What follows belongs to an exercise in optimizing a design on an open flow for small area, a short achievable clock period and few clock cycles; a production flow would make more cautious choices. Only simulation tests tie the RTL to the original design; equivalence was not proved.

### flow/config.mk
export PLATFORM = sky130hd
export DESIGN_NAME = mx_frame_tx
export DESIGN_NICKNAME = mx_frame_tx
export VERILOG_FILES = /design/flow/design.v
export SDC_FILE = /design/flow/constraint.sdc
export NUM_CORES = 4
export LEC_CHECK = 0
export CAP_MARGIN = 20
export CORE_MARGIN = 2
export CORE_UTILIZATION = 60
export CTS_BUF_LIST = sky130_fd_sc_hd__clkbuf_8
export CTS_CLUSTER_SIZE = 40
export GPL_TIMING_DRIVEN = 0
export SETUP_SLACK_MARGIN = 5
export SLEW_MARGIN = 20
### flow/flow/run.sh
#!/bin/bash
bash standard.sh SETUP_SLACK_MARGIN=6 \
  "BUFFER_PORTS_ARGS=-buffer_cell sky130_fd_sc_hd__buf_2" \
  "CTS_ARGS=-sink_clustering_enable -repair_clock_nets -sink_clustering_size 40 -buf_list sky130_fd_sc_hd__clkbuf_8 -dont_use_dummy_load" \
  finish > standard.log 2>&1
### flow/design.v
`timescale 1ns/1ps
module mx_frame_tx (
    input  wire       clk,
    input  wire       rst,
    input  wire       cmd_valid,
    output wire       cmd_ready,
    input  wire [7:0] cmd_len,
    input  wire       in_valid,
    output wire       in_ready,
    input  wire [7:0] in_data,
    output reg        w_valid,
    input  wire       w_ready,
    output reg  [7:0] w_data,
    output reg        w_last,
    output reg        rej
);
    localparam integer M    = 5;
    localparam integer MAXF = 160;
    localparam [7:0] SENT_END   = 8'h00;
    localparam [7:0] SENT_BEGIN = 8'h01;
    localparam [7:0] SENT_ENC   = 8'hFE;
    localparam [31:0] FNV_OFFSET = 32'h811C9DC5;
    function [7:0] b64_sym;
        input [5:0] v;
        begin
            case (v)
            6'd0: b64_sym = 8'h41;
            6'd1: b64_sym = 8'h42;
            6'd2: b64_sym = 8'h43;
            6'd3: b64_sym = 8'h44;
            6'd4: b64_sym = 8'h45;
            6'd5: b64_sym = 8'h46;
            6'd6: b64_sym = 8'h47;
            6'd7: b64_sym = 8'h48;
            6'd8: b64_sym = 8'h49;
            6'd9: b64_sym = 8'h4A;
            6'd10: b64_sym = 8'h4B;
            6'd11: b64_sym = 8'h4C;
            6'd12: b64_sym = 8'h4D;
            6'd13: b64_sym = 8'h4E;
            6'd14: b64_sym = 8'h4F;
            6'd15: b64_sym = 8'h50;
            6'd16: b64_sym = 8'h51;
            6'd17: b64_sym = 8'h52;
            6'd18: b64_sym = 8'h53;
            6'd19: b64_sym = 8'h54;
            6'd20: b64_sym = 8'h55;
            6'd21: b64_sym = 8'h56;
            6'd22: b64_sym = 8'h57;
            6'd23: b64_sym = 8'h58;
            6'd24: b64_sym = 8'h59;
            6'd25: b64_sym = 8'h5A;
            6'd26: b64_sym = 8'h61;
            6'd27: b64_sym = 8'h62;
            6'd28: b64_sym = 8'h63;
            6'd29: b64_sym = 8'h64;
            6'd30: b64_sym = 8'h65;
            6'd31: b64_sym = 8'h66;
            6'd32: b64_sym = 8'h67;
            6'd33: b64_sym = 8'h68;
            6'd34: b64_sym = 8'h69;
            6'd35: b64_sym = 8'h6A;
            6'd36: b64_sym = 8'h6B;
            6'd37: b64_sym = 8'h6C;
            6'd38: b64_sym = 8'h6D;
            6'd39: b64_sym = 8'h6E;
            6'd40: b64_sym = 8'h6F;
            6'd41: b64_sym = 8'h70;
            6'd42: b64_sym = 8'h71;
            6'd43: b64_sym = 8'h72;
            6'd44: b64_sym = 8'h73;
            6'd45: b64_sym = 8'h74;
            6'd46: b64_sym = 8'h75;
            6'd47: b64_sym = 8'h76;
            6'd48: b64_sym = 8'h77;
            6'd49: b64_sym = 8'h78;
            6'd50: b64_sym = 8'h79;
            6'd51: b64_sym = 8'h7A;
            6'd52: b64_sym = 8'h30;
            6'd53: b64_sym = 8'h31;
            6'd54: b64_sym = 8'h32;
            6'd55: b64_sym = 8'h33;
            6'd56: b64_sym = 8'h34;
            6'd57: b64_sym = 8'h35;
            6'd58: b64_sym = 8'h36;
            6'd59: b64_sym = 8'h37;
            6'd60: b64_sym = 8'h38;
            6'd61: b64_sym = 8'h39;
            6'd62: b64_sym = 8'h2B;
            6'd63: b64_sym = 8'h2F;
            default: b64_sym = 8'h2F;
            endcase
        end
    endfunction
    function is_sent;
        input [7:0] b;
        begin
            is_sent = (b == SENT_END) || (b == SENT_BEGIN) || (b == SENT_ENC);
        end
    endfunction
    reg  [7:0]  rem;      
    reg         lfirst;   
    reg         pend;     
    reg         lact;     
    reg  [2:0]  lplen;    
    reg  [2:0]  lidx;     
    reg  [7:0]  lhdr;     
    reg  [7:0]  q [0:M-1];
    reg  [M-1:0] qt;      
    wire lfull = lact && (lidx == lplen);
    wire take;            
    wire lstart = pend && (!lact || take);
    assign cmd_ready = !pend && !(lact && !lfull);
    assign in_ready  = lact && (lidx != lplen) && !qt[M-1];
    wire       rem_le5 = (rem <= 8'd5);
    wire [2:0] rem_p   = rem_le5 ? rem[2:0] : 3'd5;
    wire       wr      = in_valid && in_ready;
    always @(posedge clk) begin
        if (rst) begin
            rem   <= 8'd0;
            lfirst <= 1'b1;
            pend  <= 1'b0;
            lact  <= 1'b0;
            lplen <= 3'd0;
            lidx  <= 3'd0;
            rej   <= 1'b0;
        end else begin
            rej <= 1'b0;
            if (cmd_valid && cmd_ready) begin
                if (cmd_len > MAXF) begin
                    rej <= 1'b1;
                end else begin
                    rem  <= cmd_len;
                    pend <= 1'b1;
                end
            end
            if (lstart) begin
                lact  <= 1'b1;
                lplen <= rem_p;
                lidx  <= 3'd0;
                rem   <= rem - {5'd0, rem_p};
                lfirst <= rem_le5;
                pend  <= !rem_le5;
            end else begin
                if (take)
                    lact <= 1'b0;
                if (wr)
                    lidx <= lidx + 3'd1;
            end
        end
    end
    always @(posedge clk) begin
        if (lstart)
            lhdr <= {rem_le5, lfirst, 1'b0, lfirst ? 5'd0 : lhdr[4:0] + 5'd1};
        else if (wr && is_sent(in_data))
            lhdr[5] <= 1'b1;
    end
    reg         eact;     
    reg         ebin;     
    reg         efe;      
    reg  [3:0]  cnt;      
    reg  [7:0]  sbr;      
    reg  [31:0] hf;       
    reg  [1:0]  ph;       
    reg  [5:0]  lo;       
    reg         eq;       
    wire step    = eact && (!w_valid || w_ready);
    wire consume = step && (ebin ? (!efe && ph != 2'd3 && cnt != 4'd0) : 1'b1);
    wire hashing = (cnt >= 4'd4);                  
    wire pop     = consume && (cnt >= 4'd5);       
    wire t_end = (cnt == 4'd1);
    wire b_end = (ph == 2'd3) && (cnt == 4'd0);
    wire c_end = step && (ebin ? (!efe && b_end) : t_end);
    assign take = lfull && (!eact || c_end);
    wire [31:0] fy = hf;
    wire [31:0] hash_n;
    wire hs1;
    wire hc2;
    assign hs1 = fy[8] ^ fy[7];
    assign hc2 = fy[8] & fy[7];
    wire fs3;
    wire fc4;
    assign fs3 = fy[9] ^ fy[8] ^ fy[5];
    assign fc4 = (fy[9] & fy[8]) | (fy[9] & fy[5]) | (fy[8] & fy[5]);
    wire fs5;
    wire fc6;
    assign fs5 = fy[10] ^ fy[9] ^ fy[6];
    assign fc6 = (fy[10] & fy[9]) | (fy[10] & fy[6]) | (fy[9] & fy[6]);
    wire fs7;
    wire fc8;
    assign fs7 = fy[11] ^ fy[10] ^ fy[7];
    assign fc8 = (fy[11] & fy[10]) | (fy[11] & fy[7]) | (fy[10] & fy[7]);
    wire fs9;
    wire fc10;
    assign fs9 = fy[12] ^ fy[11] ^ fy[8];
    assign fc10 = (fy[12] & fy[11]) | (fy[12] & fy[8]) | (fy[11] & fy[8]);
    wire fs11;
    wire fc12;
    assign fs11 = fy[13] ^ fy[12] ^ fy[9];
    assign fc12 = (fy[13] & fy[12]) | (fy[13] & fy[9]) | (fy[12] & fy[9]);
    wire fs13;
    wire fc14;
    assign fs13 = fy[14] ^ fy[13] ^ fy[10];
    assign fc14 = (fy[14] & fy[13]) | (fy[14] & fy[10]) | (fy[13] & fy[10]);
    wire fs15;
    wire fc16;
    assign fs15 = fy[15] ^ fy[14] ^ fy[11];
    assign fc16 = (fy[15] & fy[14]) | (fy[15] & fy[11]) | (fy[14] & fy[11]);
    wire fs17;
    wire fc18;
    assign fs17 = fy[16] ^ fy[15] ^ fy[12];
    assign fc18 = (fy[16] & fy[15]) | (fy[16] & fy[12]) | (fy[15] & fy[12]);
    wire fs19;
    wire fc20;
    assign fs19 = fy[17] ^ fy[16] ^ fy[13];
    assign fc20 = (fy[17] & fy[16]) | (fy[17] & fy[13]) | (fy[16] & fy[13]);
    wire fs21;
    wire fc22;
    assign fs21 = fy[18] ^ fy[17] ^ fy[14];
    assign fc22 = (fy[18] & fy[17]) | (fy[18] & fy[14]) | (fy[17] & fy[14]);
    wire fs23;
    wire fc24;
    assign fs23 = fy[19] ^ fy[18] ^ fy[15];
    assign fc24 = (fy[19] & fy[18]) | (fy[19] & fy[15]) | (fy[18] & fy[15]);
    wire fs25;
    wire fc26;
    assign fs25 = fy[20] ^ fy[19] ^ fy[16];
    assign fc26 = (fy[20] & fy[19]) | (fy[20] & fy[16]) | (fy[19] & fy[16]);
    wire fs27;
    wire fc28;
    assign fs27 = fy[21] ^ fy[20] ^ fy[17];
    assign fc28 = (fy[21] & fy[20]) | (fy[21] & fy[17]) | (fy[20] & fy[17]);
    wire fs29;
    wire fc30;
    assign fs29 = fy[22] ^ fy[21] ^ fy[18];
    assign fc30 = (fy[22] & fy[21]) | (fy[22] & fy[18]) | (fy[21] & fy[18]);
    wire fs31;
    wire fc32;
    assign fs31 = fy[23] ^ fy[22] ^ fy[19];
    assign fc32 = (fy[23] & fy[22]) | (fy[23] & fy[19]) | (fy[22] & fy[19]);
    wire fs33;
    wire fc34;
    assign fs33 = fy[24] ^ fy[23] ^ fy[20];
    assign fc34 = (fy[24] & fy[23]) | (fy[24] & fy[20]) | (fy[23] & fy[20]);
    wire hs35;
    wire hc36;
    assign hs35 = fy[17] ^ fy[16];
    assign hc36 = fy[17] & fy[16];
    wire fs37;
    wire fc38;
    assign fs37 = fy[25] ^ fy[24] ^ fy[21];
    assign fc38 = (fy[25] & fy[24]) | (fy[25] & fy[21]) | (fy[24] & fy[21]);
    wire fs39;
    wire fc40;
    assign fs39 = fy[18] ^ fy[17] ^ fy[1];
    assign fc40 = (fy[18] & fy[17]) | (fy[18] & fy[1]) | (fy[17] & fy[1]);
    wire fs41;
    wire fc42;
    assign fs41 = fy[26] ^ fy[25] ^ fy[22];
    assign fc42 = (fy[26] & fy[25]) | (fy[26] & fy[22]) | (fy[25] & fy[22]);
    wire fs43;
    wire fc44;
    assign fs43 = fy[19] ^ fy[18] ^ fy[2];
    assign fc44 = (fy[19] & fy[18]) | (fy[19] & fy[2]) | (fy[18] & fy[2]);
    wire fs45;
    wire fc46;
    assign fs45 = fy[27] ^ fy[26] ^ fy[23];
    assign fc46 = (fy[27] & fy[26]) | (fy[27] & fy[23]) | (fy[26] & fy[23]);
    wire fs47;
    wire fc48;
    assign fs47 = fy[20] ^ fy[19] ^ fy[3];
    assign fc48 = (fy[20] & fy[19]) | (fy[20] & fy[3]) | (fy[19] & fy[3]);
    wire fs49;
    wire fc50;
    assign fs49 = fy[28] ^ fy[27] ^ fy[24];
    assign fc50 = (fy[28] & fy[27]) | (fy[28] & fy[24]) | (fy[27] & fy[24]);
    wire fs51;
    wire fc52;
    assign fs51 = fy[21] ^ fy[20] ^ fy[4];
    assign fc52 = (fy[21] & fy[20]) | (fy[21] & fy[4]) | (fy[20] & fy[4]);
    wire fs53;
    wire fc54;
    assign fs53 = fy[29] ^ fy[28] ^ fy[25];
    assign fc54 = (fy[29] & fy[28]) | (fy[29] & fy[25]) | (fy[28] & fy[25]);
    wire fs55;
    wire fc56;
    assign fs55 = fy[22] ^ fy[21] ^ fy[5];
    assign fc56 = (fy[22] & fy[21]) | (fy[22] & fy[5]) | (fy[21] & fy[5]);
    wire fs57;
    wire fc58;
    assign fs57 = fy[30] ^ fy[29] ^ fy[26];
    assign fc58 = (fy[30] & fy[29]) | (fy[30] & fy[26]) | (fy[29] & fy[26]);
    wire fs59;
    wire fc60;
    assign fs59 = fy[23] ^ fy[22] ^ fy[6];
    assign fc60 = (fy[23] & fy[22]) | (fy[23] & fy[6]) | (fy[22] & fy[6]);
    wire fs61;
    wire fc62;
    assign fs61 = fy[31] ^ fy[30] ^ fy[27];
    assign fc62 = (fy[31] & fy[30]) | (fy[31] & fy[27]) | (fy[30] & fy[27]);
    wire fs63;
    wire fc64;
    assign fs63 = fy[24] ^ fy[23] ^ fy[7];
    assign fc64 = (fy[24] & fy[23]) | (fy[24] & fy[7]) | (fy[23] & fy[7]);
    wire hs65;
    wire hc66;
    assign hs65 = fy[7] ^ fy[6];
    assign hc66 = fy[7] & fy[6];
    wire fs67;
    wire fc68;
    assign fs67 = hs1 ^ fy[4] ^ fy[1];
    assign fc68 = (hs1 & fy[4]) | (hs1 & fy[1]) | (fy[4] & fy[1]);
    wire fs69;
    wire fc70;
    assign fs69 = fs3 ^ fy[2] ^ fy[1];
    assign fc70 = (fs3 & fy[2]) | (fs3 & fy[1]) | (fy[2] & fy[1]);
    wire fs71;
    wire fc72;
    assign fs71 = fs5 ^ fy[3] ^ fy[2];
    assign fc72 = (fs5 & fy[3]) | (fs5 & fy[2]) | (fy[3] & fy[2]);
    wire fs73;
    wire fc74;
    assign fs73 = fs7 ^ fy[4] ^ fy[3];
    assign fc74 = (fs7 & fy[4]) | (fs7 & fy[3]) | (fy[4] & fy[3]);
    wire fs75;
    wire fc76;
    assign fs75 = fs9 ^ fy[5] ^ fy[4];
    assign fc76 = (fs9 & fy[5]) | (fs9 & fy[4]) | (fy[5] & fy[4]);
    wire fs77;
    wire fc78;
    assign fs77 = fs11 ^ fy[6] ^ fy[5];
    assign fc78 = (fs11 & fy[6]) | (fs11 & fy[5]) | (fy[6] & fy[5]);
    wire fs79;
    wire fc80;
    assign fs79 = fs13 ^ fy[7] ^ fy[6];
    assign fc80 = (fs13 & fy[7]) | (fs13 & fy[6]) | (fy[7] & fy[6]);
    wire fs81;
    wire fc82;
    assign fs81 = fs15 ^ fy[8] ^ fy[7];
    assign fc82 = (fs15 & fy[8]) | (fs15 & fy[7]) | (fy[8] & fy[7]);
    wire fs83;
    wire fc84;
    assign fs83 = fs17 ^ fy[9] ^ fy[8];
    assign fc84 = (fs17 & fy[9]) | (fs17 & fy[8]) | (fy[9] & fy[8]);
    wire fs85;
    wire fc86;
    assign fs85 = fs19 ^ fy[10] ^ fy[9];
    assign fc86 = (fs19 & fy[10]) | (fs19 & fy[9]) | (fy[10] & fy[9]);
    wire fs87;
    wire fc88;
    assign fs87 = fs21 ^ fy[11] ^ fy[10];
    assign fc88 = (fs21 & fy[11]) | (fs21 & fy[10]) | (fy[11] & fy[10]);
    wire fs89;
    wire fc90;
    assign fs89 = fs23 ^ fy[12] ^ fy[11];
    assign fc90 = (fs23 & fy[12]) | (fs23 & fy[11]) | (fy[12] & fy[11]);
    wire fs91;
    wire fc92;
    assign fs91 = fs25 ^ fy[13] ^ fy[12];
    assign fc92 = (fs25 & fy[13]) | (fs25 & fy[12]) | (fy[13] & fy[12]);
    wire fs93;
    wire fc94;
    assign fs93 = fs27 ^ fy[14] ^ fy[13];
    assign fc94 = (fs27 & fy[14]) | (fs27 & fy[13]) | (fy[14] & fy[13]);
    wire fs95;
    wire fc96;
    assign fs95 = fs29 ^ fy[15] ^ fy[14];
    assign fc96 = (fs29 & fy[15]) | (fs29 & fy[14]) | (fy[15] & fy[14]);
    wire fs97;
    wire fc98;
    assign fs97 = fs31 ^ fy[16] ^ fy[15];
    assign fc98 = (fs31 & fy[16]) | (fs31 & fy[15]) | (fy[16] & fy[15]);
    wire fs99;
    wire fc100;
    assign fs99 = fs33 ^ hs35 ^ fy[0];
    assign fc100 = (fs33 & hs35) | (fs33 & fy[0]) | (hs35 & fy[0]);
    wire fs101;
    wire fc102;
    assign fs101 = fs37 ^ fs39 ^ fc34;
    assign fc102 = (fs37 & fs39) | (fs37 & fc34) | (fs39 & fc34);
    wire fs103;
    wire fc104;
    assign fs103 = fs41 ^ fs43 ^ fc38;
    assign fc104 = (fs41 & fs43) | (fs41 & fc38) | (fs43 & fc38);
    wire fs105;
    wire fc106;
    assign fs105 = fs45 ^ fs47 ^ fc42;
    assign fc106 = (fs45 & fs47) | (fs45 & fc42) | (fs47 & fc42);
    wire fs107;
    wire fc108;
    assign fs107 = fs49 ^ fs51 ^ fc46;
    assign fc108 = (fs49 & fs51) | (fs49 & fc46) | (fs51 & fc46);
    wire fs109;
    wire fc110;
    assign fs109 = fs53 ^ fs55 ^ fc50;
    assign fc110 = (fs53 & fs55) | (fs53 & fc50) | (fs55 & fc50);
    wire fs111;
    wire fc112;
    assign fs111 = fs57 ^ fs59 ^ fc54;
    assign fc112 = (fs57 & fs59) | (fs57 & fc54) | (fs59 & fc54);
    wire fs113;
    wire fc114;
    assign fs113 = fs61 ^ fs63 ^ fc58;
    assign fc114 = (fs61 & fs63) | (fs61 & fc58) | (fs63 & fc58);
    wire hs115;
    wire hc116;
    assign hs115 = fy[4] ^ fy[3];
    assign hc116 = fy[4] & fy[3];
    wire fs117;
    wire fc118;
    assign fs117 = fy[5] ^ fy[4] ^ fy[1];
    assign fc118 = (fy[5] & fy[4]) | (fy[5] & fy[1]) | (fy[4] & fy[1]);
    wire fs119;
    wire fc120;
    assign fs119 = fy[6] ^ fy[5] ^ fy[2];
    assign fc120 = (fy[6] & fy[5]) | (fy[6] & fy[2]) | (fy[5] & fy[2]);
    wire fs121;
    wire fc122;
    assign fs121 = hs65 ^ fy[3] ^ fy[0];
    assign fc122 = (hs65 & fy[3]) | (hs65 & fy[0]) | (fy[3] & fy[0]);
    wire fs123;
    wire fc124;
    assign fs123 = fs67 ^ fy[0] ^ hc66;
    assign fc124 = (fs67 & fy[0]) | (fs67 & hc66) | (fy[0] & hc66);
    wire fs125;
    wire fc126;
    assign fs125 = fs69 ^ hc2 ^ fc68;
    assign fc126 = (fs69 & hc2) | (fs69 & fc68) | (hc2 & fc68);
    wire fs127;
    wire fc128;
    assign fs127 = fs71 ^ fc4 ^ fc70;
    assign fc128 = (fs71 & fc4) | (fs71 & fc70) | (fc4 & fc70);
    wire fs129;
    wire fc130;
    assign fs129 = fs73 ^ fc6 ^ fc72;
    assign fc130 = (fs73 & fc6) | (fs73 & fc72) | (fc6 & fc72);
    wire fs131;
    wire fc132;
    assign fs131 = fs75 ^ fc8 ^ fc74;
    assign fc132 = (fs75 & fc8) | (fs75 & fc74) | (fc8 & fc74);
    wire fs133;
    wire fc134;
    assign fs133 = fs77 ^ fc10 ^ fc76;
    assign fc134 = (fs77 & fc10) | (fs77 & fc76) | (fc10 & fc76);
    wire fs135;
    wire fc136;
    assign fs135 = fs79 ^ fc12 ^ fc78;
    assign fc136 = (fs79 & fc12) | (fs79 & fc78) | (fc12 & fc78);
    wire fs137;
    wire fc138;
    assign fs137 = fs81 ^ fc14 ^ fc80;
    assign fc138 = (fs81 & fc14) | (fs81 & fc80) | (fc14 & fc80);
    wire fs139;
    wire fc140;
    assign fs139 = fs83 ^ fc16 ^ fc82;
    assign fc140 = (fs83 & fc16) | (fs83 & fc82) | (fc16 & fc82);
    wire fs141;
    wire fc142;
    assign fs141 = fs85 ^ fc18 ^ fc84;
    assign fc142 = (fs85 & fc18) | (fs85 & fc84) | (fc18 & fc84);
    wire fs143;
    wire fc144;
    assign fs143 = fs87 ^ fc20 ^ fc86;
    assign fc144 = (fs87 & fc20) | (fs87 & fc86) | (fc20 & fc86);
    wire fs145;
    wire fc146;
    assign fs145 = fs89 ^ fc22 ^ fc88;
    assign fc146 = (fs89 & fc22) | (fs89 & fc88) | (fc22 & fc88);
    wire fs147;
    wire fc148;
    assign fs147 = fs91 ^ fc24 ^ fc90;
    assign fc148 = (fs91 & fc24) | (fs91 & fc90) | (fc24 & fc90);
    wire fs149;
    wire fc150;
    assign fs149 = fs93 ^ fc26 ^ fc92;
    assign fc150 = (fs93 & fc26) | (fs93 & fc92) | (fc26 & fc92);
    wire fs151;
    wire fc152;
    assign fs151 = fs95 ^ fc28 ^ fc94;
    assign fc152 = (fs95 & fc28) | (fs95 & fc94) | (fc28 & fc94);
    wire fs153;
    wire fc154;
    assign fs153 = fs97 ^ fc30 ^ fc96;
    assign fc154 = (fs97 & fc30) | (fs97 & fc96) | (fc30 & fc96);
    wire fs155;
    wire fc156;
    assign fs155 = fs99 ^ fc32 ^ fc98;
    assign fc156 = (fs99 & fc32) | (fs99 & fc98) | (fc32 & fc98);
    wire fs157;
    wire fc158;
    assign fs157 = fs101 ^ hc36 ^ fc100;
    assign fc158 = (fs101 & hc36) | (fs101 & fc100) | (hc36 & fc100);
    wire fs159;
    wire fc160;
    assign fs159 = fs103 ^ fc40 ^ fc102;
    assign fc160 = (fs103 & fc40) | (fs103 & fc102) | (fc40 & fc102);
    wire fs161;
    wire fc162;
    assign fs161 = fs105 ^ fc44 ^ fc104;
    assign fc162 = (fs105 & fc44) | (fs105 & fc104) | (fc44 & fc104);
    wire fs163;
    wire fc164;
    assign fs163 = fs107 ^ fc48 ^ fc106;
    assign fc164 = (fs107 & fc48) | (fs107 & fc106) | (fc48 & fc106);
    wire fs165;
    wire fc166;
    assign fs165 = fs109 ^ fc52 ^ fc108;
    assign fc166 = (fs109 & fc52) | (fs109 & fc108) | (fc52 & fc108);
    wire fs167;
    wire fc168;
    assign fs167 = fs111 ^ fc56 ^ fc110;
    assign fc168 = (fs111 & fc56) | (fs111 & fc110) | (fc56 & fc110);
    wire fs169;
    wire fc170;
    assign fs169 = fs113 ^ fc60 ^ fc112;
    assign fc170 = (fs113 & fc60) | (fs113 & fc112) | (fc60 & fc112);
    wire [31:0] ra = {fs169, fs167, fs165, fs163, fs161, fs159, fs157, fs155, fs153, fs151, fs149, fs147, fs145, fs143, fs141, fs139, fs137, fs135, fs133, fs131, fs129, fs127, fs125, fs123, fs121, fs119, fs117, hs115, fy[3], fy[2], fy[1], fy[0]};
    wire [31:0] rb = {fc168, fc166, fc164, fc162, fc160, fc158, fc156, fc154, fc152, fc150, fc148, fc146, fc144, fc142, fc140, fc138, fc136, fc134, fc132, fc130, fc128, fc126, fc124, fc122, fc120, fc118, hc116, fy[0], fy[2], fy[1], fy[0], 1'b0};
    assign hash_n = ra + rb;
    wire        hupd   = consume && hashing;
    wire [31:0] hf_oth = ({32{take}} & (FNV_OFFSET ^ {24'd0, lhdr})) | ({32{!take}} & hf);
    wire [31:0] hf_d   = hupd ? (hash_n ^ {24'd0, q[0]}) : hf_oth;
    reg  [5:0] sv;
    reg  [5:0] lo_n;
    always @(*) begin
        case (ph)
        2'd0:    begin sv = sbr[7:2];            lo_n = {sbr[1:0], 4'd0}; end
        2'd1:    begin sv = {lo[5:4], sbr[7:4]}; lo_n = {sbr[3:0], 2'd0}; end
        2'd2:    begin sv = {lo[5:2], sbr[7:6]}; lo_n = sbr[5:0];         end
        default: begin sv = lo;                  lo_n = lo;               end
        endcase
    end
    always @(posedge clk) begin
        if (rst) begin
            eact    <= 1'b0;
            ebin    <= 1'b0;
            efe     <= 1'b0;
            cnt     <= 4'd0;
            ph      <= 2'd0;
            eq      <= 1'b0;
            w_valid <= 1'b0;
        end else begin
            if (step)
                w_valid <= 1'b1;
            else if (w_ready)
                w_valid <= 1'b0;
            if (consume)
                cnt <= cnt - 4'd1;
            if (step && ebin) begin
                if (efe) begin
                    efe <= 1'b0;
                end else begin
                    ph <= ph + 2'd1;
                    if (cnt == 4'd0 && (ph == 2'd1 || ph == 2'd2))
                        eq <= 1'b1;
                end
            end
            if (take) begin
                eact <= 1'b1;
                ebin <= lhdr[5];
                efe  <= lhdr[5];
                cnt  <= {1'b0, lplen} + 4'd4;
                ph   <= 2'd0;
                eq   <= 1'b0;
            end else if (c_end) begin
                eact <= 1'b0;
            end
        end
    end
    always @(posedge clk) begin
        hf <= hf_d;
        if (take)
            sbr <= lhdr;
        else if (consume) begin
            case (cnt)
            4'd4:    sbr <= hash_n[7:0];
            4'd3:    sbr <= hf[15:8];
            4'd2:    sbr <= hf[23:16] ^ hf[31:24];
            4'd1:    sbr <= 8'd0;
            default: sbr <= q[0];
            endcase
        end
        if (step && ebin && !efe)
            lo <= lo_n;
        if (step) begin
            if (!ebin) begin
                w_data <= sbr;
                w_last <= t_end;
            end else if (efe) begin
                w_data <= SENT_ENC;
                w_last <= 1'b0;
            end else begin
                w_data <= eq ? 8'h3D : b64_sym(sv);
                w_last <= b_end;
            end
        end
    end
    integer k;
    always @(posedge clk) begin
        for (k = 0; k < M; k = k + 1) begin
            if (pop) begin
                if (wr && qt[k] && (k == M - 1 || !qt[k + 1]))
                    q[k] <= in_data;
                else if (k < M - 1)
                    q[k] <= q[k + 1];
            end else if (wr && !qt[k] && (k == 0 || qt[k - 1])) begin
                q[k] <= in_data;
            end
        end
    end
    always @(posedge clk) begin
        if (rst)
            qt <= {M{1'b0}};
        else if (wr && !pop)
            qt <= {qt[M-2:0], 1'b1};
        else if (pop && !wr)
            qt <= {1'b0, qt[M-1:1]};
    end
endmodule
### flow/standard.sh
#!/bin/bash
# synth_recipe.tcl (not shown) runs the flow's synth.tcl, then flattens the netlist and writes it again
# the make line also repeats each setting of config.mk as NAME=value (left out here)
make -C /OpenROAD-flow-scripts/flow DESIGN_CONFIG=/design/flow/config.mk WORK_HOME=/design/flow/orfs CLKGATE_MAP_FILE= SYNTH_SCRIPT=/design/flow/synth_recipe.tcl "${@:-finish}"
### flow/constraint.sdc
create_clock -name core_clock -period 10.0 [get_ports {clk}]
set_input_delay 2.0000 -clock core_clock [delete_from_list [all_inputs] [get_ports {clk}]]
set_output_delay 2.0000 -clock core_clock [all_outputs]
set_load 0.01 [all_outputs]
==> impl_results.md, run 1 <==
* Flop2flop setup slack at 5970 ps
* Min Tclk post-route at 4030 ps
* Setup crit start: hf[19]
* Vias in the first global route at 7425
* Vias post-DR at 7671
* Clk slew on worst S/H paths at 70 ps
* First-pass GRT wire length at 38300 um
* Worst-margin pin slew at 855 ps
* WL final at 24100 um
* Reg2Reg Depth at 18
* Hold_ws at 459 ps
* Ant diodes at 0
* Most frequent cells in the layout: inv_1, edfxtp_1, fa_1, nor2_1, nand2_1
* Max Fclk at 0.248 GHz
* RR Endpoint: hf[29]
* Global-route usage over all layers at 0.279
* CTS tree: yes
* Pins Over Slew Limit at 0
* Post-route DRC at 0
* P&R area growth vs syn at 14.5%
* Unrepaired setup endpoints after global routing: yes
* Syn Area/Cell at 9.88 um2
* Final hold vios at 0
* Routed length per instance at 18.2 um
* Setup crit end: hf[29]
* Antenna viol nets, final at 0
* Reg-to-Reg Start: hf[19]
* Hold buffer count at CTS at 0
* # Max-Cap Violations at 0
* Setup Skew at 21.9 ps
* Worst-Skew Late Latency at 440 ps
* Syn nets at 1168
* Number of synthesized flops with an enable pin at 78
* Vias per cell at 5.79
* Final #Nets at 1257
* Startpoint types: flip-flop
* Most common cell after layout, fill and taps aside: inv_1
* Yosys cell types at 64
* Pin count of the biggest net entering global routing at 18
* Status: no timing/DRC/antenna violations
* I/O pin total at 34
* Synthesized area at 10100 um2
* Cts bufs inserted at 17
* DIE WIDTH at 133 um
* Worst Hold Class: flip-flop to flip-flop
* Ys async rst share at 0
* # rows at 47
* DR iter-0 viols at 579
* HPWL after DPL at 17600 um
* Seq/Total Area, Yosys at 0.350
* Setup TNS Final at 0 ps
* Setup Crit Path Kind: flip-flop to flip-flop
* Root Buffer Master: clkbuf_8
* Die area at 17800 um2
* Clock sink count at 137
* Initial antenna violation count at 0
* GRT overflow at 0
* Period Utilization, post-route at 0.403
* CTS H-tree lvls at 4
* CTS max path bufs at 2
* Layout cell share with drive strength beyond 1 at 0.214
* Yosys reg bits at 137
* # port buffers at 32
* Final core utilization at 0.699
* Crit-path max FO at 5
* Final setup violation count at 0
* Vert. Die Dim at 133 um
* Syn Inst Count at 1018
* Crit path DAT at 4340 ps
* DRT Pass-1 Iters at 8
* Hold Path Origin: eact
* Synth warn at 4
* Slew margin rel. at 0.426
* Initial Util at 0.611
* Gpl congestion at 0.890
* Worst EP required at 10310 ps
* Main synth FF type: edfxtp_1
* Crit. End Element: flip-flop
* CORE AREA at 16500 um2
flip-flops by register name, summed over array words and instances (netlist names), 5 cells and up, named ones only:
name,cells
hf,24
lhdr,8
lo,6
q,40
qt,5
rem,8
sbr,8
w_data,8
cell families (layout without fill, tap and decap cells):
logic type | count (synthesis) | after routing | synth area share
xor+xnor | 62 | 62 | 0.0540
simple gates | 255 | 255 | 0.121
mux | 44 | 44 | 0.0483
compound gates | 233 | 233 | 0.147
flops | 137 | 137 | 0.350
fa+ha+maj | 129 | 129 | 0.219
buf+inv | 158 | 245 | 0.0605
final cells by class:
type	count	area [um2]
Timing Repair Buffer	70	482
Sequential cell	137	3580
Multi-Input combinational cell	723	6280
Clock buffer	17	234
Inverter	123	469
Tap cell	220	275
Buffer	35	198
Fill cell	1282	4950
per-stage QoR:
stage | cells | area (um2) | worst slack (ps)
2_1_floorplan | 1018 | 10100 | 6000
3_3_place_gp | 1270 | 10500 | 5340
3_5_place_dp | 1270 | 10500 | 5270
4_1_cts | 1308 | 11200 | 6000
5_1_grt | 1325 | 11500 | 5790
6_report | 1325 | 11500 | 5970
synth_stat cells, types with 5 or more instances:
master	instances	area, um2
edfxtp_1	78	2340
inv_1	120	450
ha_1	51	638
a21oi_1	74	370
a211oi_1	8	60.1
a22oi_1	12	90.1
o21ai_0	49	245
nor3_1	25	125
nor3b_1	9	67.6
nand2b_1	7	43.8
and2_1	10	62.6
a222oi_1	6	60.1
xor2_1	22	193
xnor2_1	40	350
nand3_1	22	110
buf_2	9	45.0
a21o_1	21	158
o22ai_1	12	75.1
nand4_1	5	31.3
nor2_1	71	267
fa_1	78	1560
nor4_1	5	31.3
dfxtp_1	59	1180
clkbuf_1	24	90.1
nor2b_1	10	62.6
nand2_1	70	263
a31oi_1	11	68.8
and3_1	7	43.8
mux2i_1	8	80.1
mux2_2	36	405
critical path, stage by stage (launching register included):
cell and delay (ps):
dfxtp_4 370, buf_4 120, inv_4 50, fa_1 480
inv_1 50, fa_1 470, inv_1 50, fa_1 530
inv_1 60, ha_4 300, and3_4 190, and3_4 180
nand3_1 70, and2_4 190, o21a_4 240, buf_6 120
o21bai_1 160, mux2i_1 200, nand3_1 70
what timing repair did:
| action | CTS | global route |
|---|---|---|
| resized for setup | 93 | 53 |
| setup buffers | 21 | 17 |
| setup endpoints to repair | 27 | 22 |
| hold endpoints to repair | 0 | 0 |
| pin swaps | 28 | 40 |
routing by layer:
metal	wire length [um]	track usage	vias up
li1	-	-	3703
met1	11000	0.400	3681
met2	10900	0.420	237
met3	1670	0.0738	50
met4	548	0.0798	0
met5	0	0	-
how the worst min path moves through the flow:
stage                     slack (ps)  depth (start not counted)      end
after floorplan                  450                          2  w_valid
after global placement           460                          2   rem[6]
after detailed placement         470                          2  w_valid
after CTS                        470                          2  w_valid
after global routing             480                          2  w_valid
final                            460                          2  w_valid
Testbench counts, summed over its fixed seeds: cycles 23,720.
==> inputs of run 2 (changes only) <==
--- a/flow/config.mk
+++ b/flow/config.mk
@@ -11,5 +11,5 @@
 export CTS_BUF_LIST = sky130_fd_sc_hd__clkbuf_8
 export CTS_CLUSTER_SIZE = 40
-export GPL_TIMING_DRIVEN = 0
+export GPL_ROUTABILITY_DRIVEN = 0
 export SETUP_SLACK_MARGIN = 5
 export SLEW_MARGIN = 20
==> run 2 against run 1 <==
  * Still clean on timing, DRC and antenna
  * Routed wire length down 4.0%
  * Via count down 2.1%
  * Register-to-register slack better by 40 ps
  * Synthesized area unchanged
  * Fmax up 0.95%
  * Synthesized cell count unchanged
  * Die area unchanged
  * Sequential cell count unchanged
  * Global-route usage down 0.66 points
  * Largest cell class unchanged
  * Highest routed layer unchanged
==> impl_results.md, run 2 <==
* Most frequent cells in the layout: inv_1, edfxtp_1, fa_1, nand2_1, nor2_1
* Synth area leaders: edfxtp_1, fa_1, dfxtp_1
* # Max-Cap Violations at 0 (unchanged)
* RR Endpoint: hf[16]
* Period Utilization, post-route at 0.399 (-0.00378)
* Global-route usage over all layers at 0.272 (-0.00661)
* Initial antenna violation count at 0 (unchanged)
* Flop2flop setup slack at 6010 ps (+40 ps)
* Synth warn at 4 (unchanged)
* Clk slew on worst S/H paths at 70 ps (about the same)
* Min Tclk post-route at 3990 ps (-37.8 ps)
* Routed length per instance at 18.0 um (-1.1%)
* DIE WIDTH at 133 um (unchanged)
* Ant diodes at 0 (unchanged)
* Unrepaired setup endpoints after global routing: yes
* Filler cell count at 1302 (+1.6%)
* GRT overflow at 0 (unchanged)
* Hold path depth at 2 (unchanged)
* CTS max path bufs at 2 (unchanged)
* Synth area leader: edfxtp_1
* Top Registers: q x40, hf x24
* Vert. Die Dim at 133 um (unchanged)
* Crit path DAT at 4300 ps (-40 ps)
* Final #Nets at 1218 (-3.1%)
* Worst EP required at 10310 ps (about the same)
* Final instance area at 11300 um2 (-2.3%)
* Most flops, register: q
* # rows at 47 (unchanged)
* Vias in the first global route at 7363 (-0.84%)
* I/O pin total at 34 (unchanged)
* Hold Path Origin: rem[6]
* Final hold vios at 0 (unchanged)
* Number of synthesized flops with an enable pin at 78 (unchanged)
* Largest register FFs at 40 (unchanged)
* Synthesized area at 10100 um2 (unchanged)
* Max Fclk at 0.251 GHz (+0.95%)
* Setup Crit Path Kind: flip-flop to flip-flop
* Cts bufs inserted at 17 (unchanged)
* Worst Hold Class: flip-flop to flip-flop
* Cell with the most instances after synthesis: inv_1
* Synth cell count leaders: inv_1, edfxtp_1, fa_1, a21oi_1, nor2_1
* Main synth FF type: edfxtp_1
* Final setup violation count at 0 (unchanged)
* Reg2Reg Depth at 13 (-5)
* Pin count of the biggest net entering global routing at 35 (+17)
* Pins Over Slew Limit at 0 (unchanged)
* DR iter-0 viols at 702 (+21%)
* Yosys reg bits at 137 (unchanged)
* CTS tree: yes
* Setup TNS Final at 0 ps (unchanged)
* CTS H-tree lvls at 4 (unchanged)
* P&R area growth vs syn at 11.9%
* Vias per cell at 5.84 (+0.88%)
* CORE AREA at 16500 um2 (unchanged)
* Post-route DRC at 0 (unchanged)
* Worst-Skew Late Latency at 450 ps (about the same)
* Hold_ws at 477 ps (+17.3 ps)
* Crit. End Element: flip-flop
* Worst-margin pin slew at 842 ps (-12.5 ps)
* Initial Util at 0.611 (unchanged)
* Seq/Total Area, Yosys at 0.350 (unchanged)
* Syn Inst Count at 1018 (unchanged)
* HPWL after DPL at 17200 um (-2.3%)
* Startpoint types: flip-flop
* Syn nets at 1168 (unchanged)
* Most common cell after layout, fill and taps aside: inv_1
* Ys async rst share at 0 (unchanged)
* Crit-path max FO at 4 (-1)
* DRT Pass-1 Iters at 5 (-3)
* First-pass GRT wire length at 37700 um (-1.6%)
* # port buffers at 33 (+3.1%)
* Root Buffer Master: clkbuf_8
* Yosys top cell area share at 0.233 (unchanged)
* Slew margin rel. at 0.434 (+0.00837)
* WL final at 23100 um (-4.0%)
* Vias post-DR at 7511 (-2.1%)
* Antenna viol nets, final at 0 (unchanged)
* Final core utilization at 0.684 (-0.0159)
* Status: no timing/DRC/antenna violations
* Yosys cell types at 64 (unchanged)
* Clock sink count at 137 (unchanged)
* Die area at 17800 um2 (unchanged)
* Layout cell share with drive strength beyond 1 at 0.203 (-0.0109)
* Area of placed instances at 10400 um2 (-1.1%)
* Setup Skew at 20.5 ps (-1.40 ps)
* Syn Area/Cell at 9.88 um2 (unchanged)
* Worst hold endpoint: rem[6]
## run 2: worst max-delay path, cell delays in order (launching register included)
cell and delay [ps]:
edfxtp_1 480, fa_1 500, fa_1 530, fa_1 620
ha_4 240, and3_4 160, nor2b_4 130, a32oi_4 220
and2_4 210, o21ai_4 70, a21o_1 190, a21oi_2 170
xor2_1 210, o22ai_1 110
## run 2: through the flow
stage / cells / setup slack [ps]
floorplan: 1018 / 6000
global route: 1286 / 5890
CTS: 1268 / 5940
global placement: 1239 / 5180
finish: 1286 / 6010
detailed placement: 1239 / 5070
## run 2: layer usage
layer	vias up	track usage	share of wire
li1	3625	-	-
met1	3628	0.390	0.45
met2	230	0.421	0.47
met3	28	0.0674	0.066
met4	0	0.0656	0.012
met5	-	0	0
## run 2: what timing repair did
item | 4_1_cts | 5_1_grt
setup endpoints to repair | 28 | 17
hold buffers | 0 | 0
cloned | 1 | 0
pin swaps | 16 | 40
resized for setup | 67 | 62
setup buffers | 11 | 18
## run 2: cells by family (layout without fill, tap and decap cells)
| group | after synthesis | in the layout | share of synthesized area |
|---|---|---|---|
| buffers and inverters | 158 | 206 | 0.0605 |
| xor gates and xnor gates | 62 | 62 | 0.0540 |
| and+or+nand+nor | 255 | 255 | 0.121 |
| AOI/OAI and AO/OA | 233 | 233 | 0.147 |
| adders and majority gates | 129 | 129 | 0.219 |
| DFF | 137 | 137 | 0.350 |
| muxes | 44 | 44 | 0.0483 |
## run 2: how the worst max path moves through the flow
stage | from | to
2_1_floorplan | hf[14] | hf[25]
3_3_place_gp | w_ready | hf[24]
3_5_place_dp | w_ready | hf[24]
4_1_cts | flip-flop | hf[26]
5_1_grt | hf[14] | hf[26]
6_report | flip-flop | hf[16]
## run 2: cell type report
type                            instances  area (um2)  share of cell area
Timing Repair inverter                  1        7.51            0.000667
Multi-Input combinational cell        723        6270               0.557
Inverter                              123         485              0.0431
Clock buffer                           17         234              0.0208
Sequential cell                       137        3580               0.318
Timing Repair Buffer                   65         405              0.0360
Tap cell                              220         275              0.0245
==> inputs of run 3 (changes only) <==
--- a/flow/config.mk
+++ b/flow/config.mk
@@ -11,5 +11,4 @@
 export CTS_BUF_LIST = sky130_fd_sc_hd__clkbuf_8
 export CTS_CLUSTER_SIZE = 40
-export GPL_ROUTABILITY_DRIVEN = 0
 export SETUP_SLACK_MARGIN = 5
 export SLEW_MARGIN = 20
==> run 3 against run 2 <==
  * Via count unchanged
  * Largest cell class unchanged
  * Critical path type unchanged
  * Fmax unchanged
  * Non-clock buffer count unchanged
  * Clock-buffer cell count unchanged
  * Setup slack unchanged
  * Final cell count stayed put
  * Synthesized cell count stayed put
  * Clock skew unchanged
  * Worst hold slack is the same
==> impl_results.md, run 3 <==
* Status: no timing/DRC/antenna violations
* CTS max path bufs at 2 (unchanged)
* I/O pin total at 34 (unchanged)
* WL final at 23100 um (unchanged)
* Synthesized area at 10100 um2 (unchanged)
* Vias post-DR at 7511 (unchanged)
* Layout cell share with drive strength beyond 1 at 0.203 (unchanged)
* Worst-Skew Late Latency at 450 ps (about the same)
* Post-route DRC at 0 (unchanged)
* Initial antenna violation count at 0 (unchanged)
* Crit path DAT at 4300 ps (about the same)
* Critical path's most frequent cell: fa_1
* Initial Util at 0.611 (unchanged)
* Setup TNS Final at 0 ps (unchanged)
* Routed length on met3 at 1530 um (unchanged)
* Cts bufs inserted at 17 (unchanged)
* Vert. Die Dim at 133 um (unchanged)
* Area of placed instances at 10400 um2 (unchanged)
* # rows at 47 (unchanged)
* Ys async rst share at 0 (unchanged)
* Worst Hold Class: flip-flop to flip-flop
* Final hold vios at 0 (unchanged)
* CTS H-tree lvls at 4 (unchanged)
* Startpoint types: flip-flop
* Synth cell count leaders: inv_1, edfxtp_1, fa_1, a21oi_1, nor2_1
* Global-route usage over all layers at 0.272 (unchanged)
* Routed length per instance at 18.0 um (unchanged)
* Top Layer Used: met4
* Main synth FF type: edfxtp_1
* Filler cell count at 1302 (unchanged)
* Cell with the most instances after synthesis: inv_1
* Hold_ws at 477 ps (unchanged)
* Cell breakdown of the critical path: fa_1 -> fa_1 -> fa_1 -> ha_4 -> and3_4 -> nor2b_4 -> a32oi_4 -> and2_4 -> o21ai_4 -> a21o_1 -> a21oi_2 -> xor2_1 -> o22ai_1
* Largest register FFs at 40 (unchanged)
* DRT Pass-1 Iters at 5 (unchanged)
* Clock sink count at 137 (unchanged)
* Vias in the first global route at 7363 (unchanged)
* # Max-Cap Violations at 0 (unchanged)
* CTS tree: yes
* Syn Inst Count at 1018 (unchanged)
* GRT overflow at 0 (unchanged)
* Top Registers: q x40, hf x24
* Yosys reg bits at 137 (unchanged)
* CORE AREA at 16500 um2 (unchanged)
* Synth warn at 4 (unchanged)
* Yosys top cell area share at 0.233 (unchanged)
* Final #Nets at 1218 (unchanged)
* Worst EP required at 10310 ps (about the same)
* Non-Filler Instances at 1286 (unchanged)
* First-pass GRT wire length at 37700 um (unchanged)
* Unrepaired setup endpoints after global routing: yes
* Antenna viol nets, final at 0 (unchanged)
* Crit-path slowest cell: fa_1
* Most flops, register: q
* Placed insts at 1239 (unchanged)
* Synth area leader: edfxtp_1
* Final setup violation count at 0 (unchanged)
* Syn Area/Cell at 9.88 um2 (unchanged)
* Most common cell after layout, fill and taps aside: inv_1
* P&R area growth vs syn at 11.9% (unchanged)
* Detail Route met2 WL at 10900 um (unchanged)
* Synth area leaders: edfxtp_1, fa_1, dfxtp_1
* Period Utilization, post-route at 0.399 (unchanged)
* Setup Skew at 20.5 ps (unchanged)
* Syn nets at 1168 (unchanged)
* Pins Over Slew Limit at 0 (unchanged)
* Vias per cell at 5.84 (unchanged)
* Hold buffer count at CTS at 0 (unchanged)
* Die area at 17800 um2 (unchanged)
* Number of synthesized flops with an enable pin at 78 (unchanged)
* Pin count of the biggest net entering global routing at 35 (unchanged)
* Largest stage delay, worst path at 620 ps (about the same)
* M1 WL at 10400 um (unchanged)
* HPWL after DPL at 17200 um (unchanged)
* Delay-heaviest family, CP: adder cells
* Clk slew on worst S/H paths at 70 ps (about the same)
* Yosys cell types at 64 (unchanged)
* Most frequent cells in the layout: inv_1, edfxtp_1, fa_1, nand2_1, nor2_1
* Max Fclk at 0.251 GHz (unchanged)
* Ant diodes at 0 (unchanged)
* Seq/Total Area, Yosys at 0.350 (unchanged)
* Min Tclk post-route at 3990 ps (unchanged)
* Setup Crit Path Kind: flip-flop to flip-flop
* Worst-margin pin slew at 842 ps (unchanged)
* Slew margin rel. at 0.434 (unchanged)
* DIE WIDTH at 133 um (unchanged)
* CP bufs+invs at 0 (unchanged)
* Final instance area at 11300 um2 (unchanged)
* Crit-path max FO at 4 (unchanged)
* # port buffers at 33 (unchanged)
* Gpl congestion at 0.853
* Crit. End Element: flip-flop
* Root Buffer Master: clkbuf_8
* DR iter-0 viols at 702 (unchanged)
## run 3: cell counts after synthesis
No cell type changed its count.
## run 3: area by class of cell
cell class,count,area [um2],share of cell area
Clock buffer,17,234,0.0208
Timing Repair Buffer,65,405,0.0360
Inverter,123,485,0.0431
Timing Repair inverter,1,7.51,0.000667
Sequential cell,137,3580,0.318
Multi-Input combinational cell,723,6270,0.557
Tap cell,220,275,0.0245
## run 3: final timing paths
check             startpoint      to  slack (ps)  depth (start not counted)
setup reg to reg   flip-flop  hf[16]        6010                         13
hold reg to reg       rem[6]  rem[6]         480                          2
setup / recovery   flip-flop  hf[16]        6010                         13
hold / removal        rem[6]  rem[6]         480                          2
## run 3: routing by layer
| layer | track usage | up-vias |
|---|---|---|
| met3 | 0.0674 | 28 |
| li1 | - | 3625 |
| met1 | 0.390 | 3628 |
| met2 | 0.421 | 230 |
| met5 | 0 | - |
| met4 | 0.0656 | 0 |
## run 3: cell families after synthesis
family                     synth area share
xor gates and xnor gates             0.0540
and+or+nand+nor                       0.121
AOI/OAI and AO/OA                     0.147
muxes                                0.0483
DFF                                   0.350
buffers and inverters                0.0605
adders and majority gates             0.219
## run 3: repair_timing
item | 4_1_cts | 5_1_grt
resized for setup | 67 | 62
endpoints found under the setup margin | 28 | 17
pin swaps | 16 | 40
buffers inserted | 11 | 18
cloned | 1 | 0
## run 3: worst reg2reg max path, delay by kind of cell (launching register included)
kind	cells	cell delay, ps
adders and majority gates	4	1890
DFF	1	480
and+or+nand+nor	3	500
AOI/OAI and AO/OA	5	760
xor gates and xnor gates	1	210
## run 3: metrics by stage
stage	util	worst slack, ps
floorplan	-	6000
global placement	0.630	5180
detailed placement	0.630	5070
CTS	0.663	5940
global route	0.684	5890
finish	0.684	6010
==> inputs of run 4 (changes only) <==
==> flow/flow/run.sh (replaced) <==
#!/bin/bash
bash standard.sh SETUP_SLACK_MARGIN=6 \
  "BUFFER_PORTS_ARGS=-buffer_cell sky130_fd_sc_hd__buf_1" \
  "CTS_ARGS=-sink_clustering_enable -repair_clock_nets -sink_clustering_size 40 -buf_list sky130_fd_sc_hd__clkbuf_8 -dont_use_dummy_load" \
  finish > standard.log 2>&1
==> run 4 against run 3 <==
  * Setup slack got worse by 32 ps
  * Clock-buffer cell count unchanged
  * Fmax is 0.80% lower
  * Still clean on timing, DRC and antenna
  * Sequential share of layout area up 0.22 points
  * Highest routed layer unchanged
  * Routed wire length barely moved
  * Register-to-register slack worse by 30 ps
==> impl_results.md, run 4 <==
* Vias per cell at 5.85 (about the same)
* Pins Over Slew Limit at 0 (unchanged)
* Vert. Die Dim at 133 um (unchanged)
* Status: no timing/DRC/antenna violations
* Most common cell after layout, fill and taps aside: inv_1
* Max Fclk at 0.249 GHz (-0.80%)
* Pin count of the biggest net entering global routing at 35 (unchanged)
* Antenna viol nets, final at 0 (unchanged)
* DR iter-0 viols at 586 (-17%)
* Final #Nets at 1215 (-0.25%)
* Syn Area/Cell at 9.88 um2 (unchanged)
* Crit. End Element: flip-flop
* Final hold vios at 0 (unchanged)
* Ant diodes at 0 (unchanged)
* Hold_ws at 474 ps (-2.29 ps)
* # rows at 47 (unchanged)
* Yosys top cell area share at 0.233 (unchanged)
* Most flops, register: q
* Most frequent cells in the layout: inv_1, fa_1, edfxtp_1, nand2_1, nor2_1
* Synth area leaders: edfxtp_1, fa_1, dfxtp_1
* Period Utilization, post-route at 0.402 (+0.00321)
* Syn Inst Count at 1018 (unchanged)
* Unrepaired setup endpoints after global routing: yes
* CORE AREA at 16500 um2 (unchanged)
* Final WS setup at 5980 ps (-32.0 ps)
* Hold path depth at 2 (unchanged)
* Routed length per instance at 18.0 um (+0.15%)
* Min Tclk post-route at 4020 ps (+32.0 ps)
* Global-route usage over all layers at 0.272 (about the same)
* HPWL after DPL at 17200 um (+0.31%)
* Layout cell share with drive strength beyond 1 at 0.162 (-0.0408)
* P&R area growth vs syn at 11.0%
* Clock sink count at 137 (unchanged)
* Crit path DAT at 4310 ps (about the same)
* # Max-Cap Violations at 0 (unchanged)
* Slew margin rel. at 0.420 (-0.0147)
* Top Registers: q x40, hf x24
* Clk slew on worst S/H paths at 70 ps (about the same)
* CTS tree: yes
* Synth cell count leaders: inv_1, edfxtp_1, fa_1, a21oi_1, nor2_1
* Cts bufs inserted at 17 (unchanged)
* # port buffers at 33 (unchanged)
* Reg2Reg Depth at 16 (+3)
* Seq/Total Area, Yosys at 0.350 (unchanged)
* CTS H-tree lvls at 4 (unchanged)
* Startpoint types: flip-flop
* Largest register FFs at 40 (unchanged)
* Worst-margin pin slew at 864 ps (+21.9 ps)
* Ys async rst share at 0 (unchanged)
* Die area at 17800 um2 (unchanged)
* Final instance area at 11200 um2 (-0.83%)
* Synth warn at 4 (unchanged)
* Vias post-DR at 7500 (-0.15%)
* Final core utilization at 0.678 (-0.00570)
* Setup Crit Path Kind: flip-flop to flip-flop
* Pre-CTS WS at 5050 ps (-22.1 ps)
* Placed insts at 1240 (+0.081%)
* Yosys reg bits at 137 (unchanged)
* Syn nets at 1168 (unchanged)
* DRT Pass-1 Iters at 6 (+1)
* DIE WIDTH at 133 um (unchanged)
* Non-Filler Instances at 1283 (-0.23%)
* Worst Hold Class: flip-flop to flip-flop
* Cell with the most instances after synthesis: inv_1
* WL final at 23100 um (about the same)
* Worst-Skew Late Latency at 440 ps (about the same)
* Area of placed instances at 10300 um2 (-0.33%)
* CTS max path bufs at 2 (unchanged)
* Root Buffer Master: clkbuf_8
* Gpl congestion at 0.842 (-1.2%)
* Setup Skew at 16.2 ps (-4.31 ps)
* Crit-path max FO at 4 (unchanged)
* Yosys cell types at 64 (unchanged)
* Main synth FF type: edfxtp_1
* Final setup violation count at 0 (unchanged)
* Post-route DRC at 0 (unchanged)
* Worst EP required at 10290 ps (-20 ps)
* Synth area leader: edfxtp_1
* First-pass GRT wire length at 37500 um (-0.44%)
* Number of synthesized flops with an enable pin at 78 (unchanged)
* Initial Util at 0.611 (unchanged)
* Synthesized area at 10100 um2 (unchanged)
* Setup TNS Final at 0 ps (unchanged)
* Vias in the first global route at 7246 (-1.6%)
* GRT overflow at 0 (unchanged)
* I/O pin total at 34 (unchanged)
* Initial antenna violation count at 0 (unchanged)
## run 4: changes by cell type in the layout (fill, tap and decap cells not counted), sizes merged
cell,previous run,this run
buf,65,62
## run 4: timing repair
action / in CTS / in global routing
pin swaps: 12 / 32
hold buffers: 0 / 0
endpoints found under the setup margin: 29 / 16
gates cloned: 1 / 0
setup buffers: 14 / 11
gates resized for setup: 67 / 51
## run 4: cells by family after synthesis
group | share of synthesized area
adders and majority gates | 0.219
DFF | 0.350
buffers and inverters | 0.0605
AOI/OAI and AO/OA | 0.147
muxes | 0.0483
and+or+nand+nor | 0.121
xor gates and xnor gates | 0.0540
## run 4: area by class of cell
class	count	area [um2]
Multi-Input combinational cell	723	6250
Fill cell	1329	5300
Sequential cell	137	3570
Inverter	123	480
Timing Repair Buffer	62	345
Tap cell	220	275
Clock buffer	17	234
Timing Repair inverter	1	7.51
## run 4: per-layer routing
layer | GRT usage | vias up | share of wire
met4 | 0.0697 | 0 | 0.013
met2 | 0.420 | 203 | 0.46
met1 | 0.389 | 3643 | 0.46
li1 | - | 3625 | -
met3 | 0.0693 | 29 | 0.067
met5 | 0 | - | 0
## run 4: worst max-delay path, cell delays in order, from the launching register on
cell,delay (ps)
edfxtp_1,430
fa_1,550
inv_1,50
fa_1,490
inv_2,40
fa_1,540
ha_4,220
and3_4,160
nor2b_4,130
a32oi_4,220
a21oi_4,130
buf_4,160
o21bai_2,130
nand3_1,100
a21oi_2,160
xor2_1,240
o22ai_1,130
## run 4: worst paths after layout
check / start / to / slack (ps)
setup / recovery: flip-flop / hf[28] / 5980
hold / removal: eact / w_valid / 470
setup reg to reg: flip-flop / hf[28] / 5980
hold reg to reg: eact / w_valid / 470
==> inputs of run 5 (changes only) <==
==> flow/flow/run.sh (replaced) <==
#!/bin/bash
bash standard.sh SETUP_SLACK_MARGIN=6 SKIP_GATE_CLONING=1 \
  "BUFFER_PORTS_ARGS=-buffer_cell sky130_fd_sc_hd__buf_2" \
  "CTS_ARGS=-sink_clustering_enable -repair_clock_nets -sink_clustering_size 40 -buf_list sky130_fd_sc_hd__clkbuf_8 -dont_use_dummy_load" \
  finish > standard.log 2>&1
==> run 5 against run 4 <==
  * Register-to-register slack better by 30 ps
  * Sequential cell count is the same
  * Setup slack better by 32 ps
  * Largest cell class unchanged
==> impl_results.md, run 5 <==
* Status: no timing/DRC/antenna violations
* Syn Inst Count at 1018 (unchanged)
* Worst EP required at 10310 ps (+20 ps)
* CTS max path bufs at 2 (unchanged)
* Crit-path max FO at 5 (+1)
* Most frequent cells in the layout: inv_1, edfxtp_1, fa_1, nand2_1, nor2_1
* Final #Nets at 1219 (+0.33%)
* Yosys top cell area share at 0.233 (unchanged)
* Unrepaired setup endpoints after global routing: yes
* DRT Pass-1 Iters at 8 (+2)
* Cts bufs inserted at 17 (unchanged)
* Synthesized area at 10100 um2 (unchanged)
* CTS H-tree lvls at 4 (unchanged)
* I/O pin total at 34 (unchanged)
* Ys async rst share at 0 (unchanged)
* Post-route DRC at 0 (unchanged)
* Hold Path Origin: rem[6]
* Area of placed instances at 10400 um2 (+0.33%)
* Worst-margin pin slew at 851 ps (-12.7 ps)
* RR Endpoint: hf[19]
* P&R area growth vs syn at 11.8%
* Critical path's most frequent cell: fa_1
* CTS tree: yes
* Largest register FFs at 40 (unchanged)
* GRT overflow at 0 (unchanged)
* Initial antenna violation count at 0 (unchanged)
* Most common cell after layout, fill and taps aside: inv_1
* # rows at 47 (unchanged)
* Max Fclk at 0.251 GHz (+0.81%)
* Cell with the most instances after synthesis: inv_1
* Seq/Total Area, Yosys at 0.350 (unchanged)
* Worst Hold Class: flip-flop to flip-flop
* Cell breakdown of the critical path: fa_1 -> fa_1 -> fa_1 -> ha_4 -> a21oi_1 -> o21ai_2 -> a21o_1 -> a311o_1 -> a21o_1 -> a21oi_2 -> xor2_1 -> a22oi_1
* Vias post-DR at 7539 (+0.52%)
* Main synth FF type: edfxtp_1
* Final hold vios at 0 (unchanged)
* Gpl congestion at 0.853 (+1.2%)
* Synth area leader: edfxtp_1
* First-pass GRT wire length at 37700 um (+0.48%)
* Number of synthesized flops with an enable pin at 78 (unchanged)
* Antenna viol nets, final at 0 (unchanged)
* Routed length per instance at 18.1 um (+0.19%)
* CORE AREA at 16500 um2 (unchanged)
* Synth warn at 4 (unchanged)
* Setup TNS Final at 0 ps (unchanged)
* # Max-Cap Violations at 0 (unchanged)
* Ant diodes at 0 (unchanged)
* Multi-input logic area at 6250 um2 (+0.12%)
* DR iter-0 viols at 691 (+18%)
* Period Utilization, post-route at 0.399 (-0.00325)
* Filler cell count at 1301 (-2.1%)
* Vert. Die Dim at 133 um (unchanged)
* WL final at 23200 um (+0.50%)
* Startpoint types: flip-flop
* Most flops, register: q
* Vias in the first global route at 7366 (+1.7%)
* Flop2flop setup slack at 6010 ps (+30 ps)
* Global-route usage over all layers at 0.272 (about the same)
* Initial Util at 0.611 (unchanged)
* Reg area at 3580 um2 (+0.14%)
* Yosys cell types at 64 (unchanged)
* # port buffers at 33 (unchanged)
* CP bufs+invs at 0 (-3)
* Synth area leaders: edfxtp_1, fa_1, dfxtp_1
* Synth cell count leaders: inv_1, edfxtp_1, fa_1, a21oi_1, nor2_1
* Worst-Skew Late Latency at 450 ps (about the same)
* Clk slew on worst S/H paths at 70 ps (about the same)
* Pin count of the biggest net entering global routing at 35 (unchanged)
* Clock sink count at 137 (unchanged)
* Largest stage delay, worst path at 590 ps (+40 ps)
* Yosys reg bits at 137 (unchanged)
* Pins Over Slew Limit at 0 (unchanged)
* Crit-path slowest cell: fa_1
* Crit path DAT at 4290 ps (-20 ps)
* Layout cell share with drive strength beyond 1 at 0.201 (+0.0388)
* Crit. End Element: flip-flop
* Min Tclk post-route at 3990 ps (-32.5 ps)
* Final setup violation count at 0 (unchanged)
* Vias per cell at 5.86 (+0.21%)
* Slew margin rel. at 0.428 (+0.00851)
* Hold path depth at 2 (unchanged)
* Setup Crit Path Kind: flip-flop to flip-flop
* Top Registers: q x40, hf x24
* Syn Area/Cell at 9.88 um2 (unchanged)
* Final instance area at 11200 um2 (+0.76%)
* Root Buffer Master: clkbuf_8
* Hold buffer count at CTS at 0 (unchanged)
* DIE WIDTH at 133 um (unchanged)
* HPWL after DPL at 17200 um (-0.31%)
* Delay-heaviest family, CP: adder cells
* Setup Skew at 17.4 ps (+1.27 ps)
* Syn nets at 1168 (unchanged)
* Die area at 17800 um2 (unchanged)
* Reg2Reg Depth at 12 (-4)
* Worst hold endpoint: rem[6]
run 5: final cells by class:
type                       instances  area share
tap                              220      0.0245
clock buffer                      17      0.0208
timing repair buffer              67      0.0374
inverter                         123      0.0432
multi-input combinational        723       0.556
sequential                       137       0.318
run 5: worst max path at each step:
stage | from | to | slack (ps) | cells past startpoint
floorplan | hf[14] | hf[25] | 6000 | 18
global placement | w_ready | hf[24] | 5180 | 10
detailed placement | w_ready | hf[24] | 5070 | 10
CTS | flip-flop | hf[26] | 5940 | 15
global route | flip-flop | hf[26] | 5900 | 13
finish | flip-flop | hf[19] | 6010 | 12
run 5: repair_timing:
| action | CTS | global route |
|---|---|---|
| buffers inserted | 12 | 19 |
| resized for setup | 65 | 60 |
| setup endpoints to repair | 28 | 26 |
| pin swaps | 16 | 43 |
run 5: worst min-delay path, stage by stage, from the launching register on:
cell and delay (ps):
dfxtp_1 310, o21ai_0 70, a21oi_1 60
run 5: cells by family (layout without fill, tap and decap cells):
kind of cell,after synthesis,count (layout),synth area share
flops,137,137,0.350
xor+xnor,62,62,0.0540
buf+inv,158,207,0.0605
mux,44,44,0.0483
fa+ha+maj,129,129,0.219
compound gates,233,233,0.147
simple gates,255,255,0.121
run 5: layer usage:
layer / vias up / global-route usage / wire length [um]
met5: - / 0 / 0
met4: 0 / 0.0674 / 356
met3: 37 / 0.0689 / 1390
met2: 192 / 0.419 / 10900
met1: 3680 / 0.390 / 10600
li1: 3630 / - / -
run 5: metrics by stage:
stage	setup WS [ps]	hold WS, ps	instances	util
after detailed placement	5070	468	1239	0.630
after global routing	5900	498	1287	0.683
after CTS	5940	478	1268	0.662
after floorplan	6000	448	1018	-
after global placement	5180	467	1239	0.630
final	6010	479	1287	0.683

[separate check: timing with driven ports]
In the flow no input, the clock included, has a driving cell. The finished layouts below were timed again as built, in two steps. Step 1 sets driving cells, clkbuf_16 on the clock port and buf_2 on the other inputs (assumed; they add their load-dependent delay and slew). Step 2 also shifts input and output timing later by t, the mid clock arrival at the registers, as if the neighbouring blocks saw the same clock. a / b / c = ideal ports / drivers / drivers and shift; a / b = the first two.
run | t (ns) | slack for setup (ns) | clock arrival spread, ns | worst register clock-pin slew, ns | worst data-port slew with drivers (ns)
run 1 | 0.467 | 5.974 / 5.974 / 5.650 | 0.022 / 0.022 | 0.08 / 0.08 | 0.03
run 2 | 0.480 | 6.012 / 6.012 / 5.643 | 0.022 / 0.022 | 0.08 / 0.08 | 0.03
run 3 | 0.480 | 6.012 / 6.012 / 5.643 | 0.022 / 0.022 | 0.08 / 0.08 | 0.03
run 4 | 0.473 | 5.980 / 5.980 / 5.642 | 0.018 / 0.018 | 0.08 / 0.08 | 0.03
run 5 | 0.479 | 6.013 / 6.013 / 5.668 | 0.020 / 0.020 | 0.08 / 0.08 | 0.03
After both steps setup and hold are still met in every run listed.
